From an optimization exercise on the open Yosys and OpenROAD flow, aimed at small area, a short achievable clock period and few clock cycles; shortcuts taken in it are not production practice. Only simulation tests tie the RTL to the original design; equivalence was not proved. No activity file was given, so power comes from the tool's default toggle rates.

==> flow/design.v (excerpt) <==
module inv16_core (
    input  wire         clk,
    input  wire         rst,           
    input  wire         start,         
    input  wire [15:0]  nsteps,        
    output wire         busy,
    input  wire         hw_we,
    input  wire [4:0]   hw_sel,        
    input  wire [15:0]  hw_data,
    output wire [255:0] regs,          
    output wire [15:0]  pc_o,
    output wire         dir_o,         
    output wire [1:0]   err_o,
    output wire         halted_o,
    output wire         brk_o,         
    output reg          mem_req,
    output reg          mem_we,
    output reg  [15:0]  mem_addr,
    output wire [15:0]  mem_wdata,     
    input  wire         mem_ack,
    input  wire [15:0]  mem_rdata      
);
    localparam S_IDLE  = 4'd0;
    localparam S_FETCH = 4'd1;    
    localparam S_EXEC  = 4'd2;    
    localparam S_SRMW  = 4'd3;    
    localparam S_DIV   = 4'd4;    
    localparam S_MUL   = 4'd5;    
    localparam S_SRR   = 4'd6;    
    localparam S_DRAIN = 4'd7;    
    localparam S_DIVA  = 4'd8;    
    localparam S_UNDO  = 4'd9;    
    localparam S_TWIN  = 4'd10;   
    localparam OP_ADD = 4'h0, OP_SUB = 4'h1, OP_ROR = 4'h2, OP_ROL = 4'h3;
    localparam OP_SHR = 4'h4, OP_SHL = 4'h5, OP_AND = 4'h6, OP_ORA = 4'h7;
    localparam OP_MUL = 4'h8, OP_DIV = 4'h9, OP_CMP = 4'hA, OP_JEQ = 4'hB;
    localparam OP_XRI = 4'hC, OP_SRR = 4'hD, OP_SRM = 4'hE, OP_BRK = 4'hF;
    localparam ERR_NONE = 2'd0, ERR_MISALIGNED = 2'd1;
    localparam ERR_MISMATCHED = 2'd2, ERR_SRR = 2'd3;
    reg [15:0] x [0:15];
    reg [15:0] pc;
  ...
Size in the first run: about 33000 µm² of cells after synthesis.
clock: 11.0 ns
lec_check: 0
cap_margin: 30
core_margin: 2
core_utilization: 45
slew_margin: 30
tns_end_percent: 10
standard.sh (not shown) runs the stock make flow with config.mk's settings and CLKGATE_MAP_FILE= SYNTH_SCRIPT=/design/flow/synth_recipe.tcl, a recipe that flattens the netlist after the stock synthesis.
==> flow/flow/run.sh <==
#!/bin/bash
set -euo pipefail
export BUFFER_PORTS_ARGS="-buffer_cell sky130_fd_sc_hd__buf_1"
export SETUP_SLACK_MARGIN=6.5
bash standard.sh > standard.log 2>&1
Testbench counts at the start, summed over its fixed seeds: cycles 122,403.
Rerun with:
CORE_UTILIZATION = 50   (was 45)
Effect: Wire length rises by about 4%. Worst setup slack gets better by 29 ps. Critical path depth rises by 4. Count of clock-buffer cells in the layout does not change. Cell area rises by 1.2%. Total power rises by about 1.1%.
Rerun with:
CORE_UTILIZATION = 45   (was 50)
CTS_BUF_LIST = sky130_fd_sc_hd__clkbuf_4 sky130_fd_sc_hd__clkbuf_8   (was default)
Routed wire length went down by 2.8%.
Final cell count went up by 2.9%.
Cell area rises by 0.35%.
Non-clock buffer count shrinks by 5.
Sequential power stays flat.
Rerun with:
==> flow/flow/run.sh (replaced) <==
#!/bin/bash
set -euo pipefail
export BUFFER_PORTS_ARGS="-buffer_cell sky130_fd_sc_hd__buf_1"
export SETUP_SLACK_MARGIN=7
bash standard.sh > standard.log 2>&1
CTS_BUF_LIST = default   (was sky130_fd_sc_hd__clkbuf_4 sky130_fd_sc_hd__clkbuf_8)
Effect: Final cell count went up by about 0.37%; clock-buffer cell count came out lower by 48; setup slack improves by 180 ps; routed wire length stays flat.

* * *

Starting RTL as in the previous note.
Settings: LEC_CHECK=0, CAP_MARGIN=30, CORE_MARGIN=2, CORE_UTILIZATION=45, SLEW_MARGIN=30, TNS_END_PERCENT=25; clock period 11.0 ns.
==> flow/flow/run.sh <==
#!/bin/bash
set -euo pipefail
export BUFFER_PORTS_ARGS="-buffer_cell sky130_fd_sc_hd__buf_1"
export SETUP_SLACK_MARGIN=6.5
bash standard.sh > standard.log 2>&1
Testbench counts at the start, summed over its fixed seeds: cycles 122,403.
Then changed:
==> flow/flow/run.sh (replaced) <==
#!/bin/bash
set -euo pipefail
export BUFFER_PORTS_ARGS="-buffer_cell sky130_fd_sc_hd__buf_1"
export SETUP_SLACK_MARGIN=6
bash standard.sh > standard.log 2>&1
Settings changed: TNS_END_PERCENT 25 to 10.
Worst hold slack gains 28 ps; count of clock-buffer cells in the layout went up by 2; utilization decreases by 2.2 points; die area is unchanged; first-iteration DRC count increases by 2.0%; area after synthesis stays the same; wire length shrinks by 0.61%; worst setup slack is worse by 250 ps; critical path depth goes down by 3.

[what the ideal ports hide]
The results above use ideal ports. As a check the final layouts listed here were re-extracted and re-timed, cells and wires unchanged. Step 1 assumes that a clkbuf_16 drives the clock port and a buf_2 every other input. Step 2 times the ports against the registers' clock, not the clock port: input delays grow and output delays shrink by t, the midpoint of the rising clock arrivals with the driver on. Slacks: ideal ports / drivers / drivers and shift; pairs: ideal ports / drivers.
run | t, ns | setup WS [ns] | worst hold slack (ns) | clock arrival spread, ns | worst slew at a driven data input, ns
the first run of note 1 | 0.702 | 5.938 / 5.867 / 5.718 | 0.524 / 0.524 / 0.524 | 0.068 / 0.069 | 0.09
the second run of note 1 | 0.693 | 5.967 / 5.898 / 5.382 | 0.535 / 0.535 / 0.535 | 0.032 / 0.032 | 0.07
the third run of note 1 | 0.760 | 6.032 / 5.964 / 5.702 | 0.507 / 0.507 / 0.507 | 0.067 / 0.067 | 0.10
the fourth run of note 1 | 0.676 | 6.215 / 6.161 / 5.873 | 0.537 / 0.537 / 0.537 | 0.049 / 0.049 | 0.12
the first run of note 2 | 0.697 | 6.013 / 5.941 / 5.662 | 0.523 / 0.523 / 0.523 | 0.076 / 0.076 | 0.10
the second run of note 2 | 0.689 | 5.765 / 5.698 / 5.638 | 0.551 / 0.551 / 0.551 | 0.056 / 0.055 | 0.10
After both steps setup and hold are still met in every run listed. The setup slack of the second run of note 1, which loses most, moves by -0.069 ns with the drivers and by -0.585 ns with both steps.
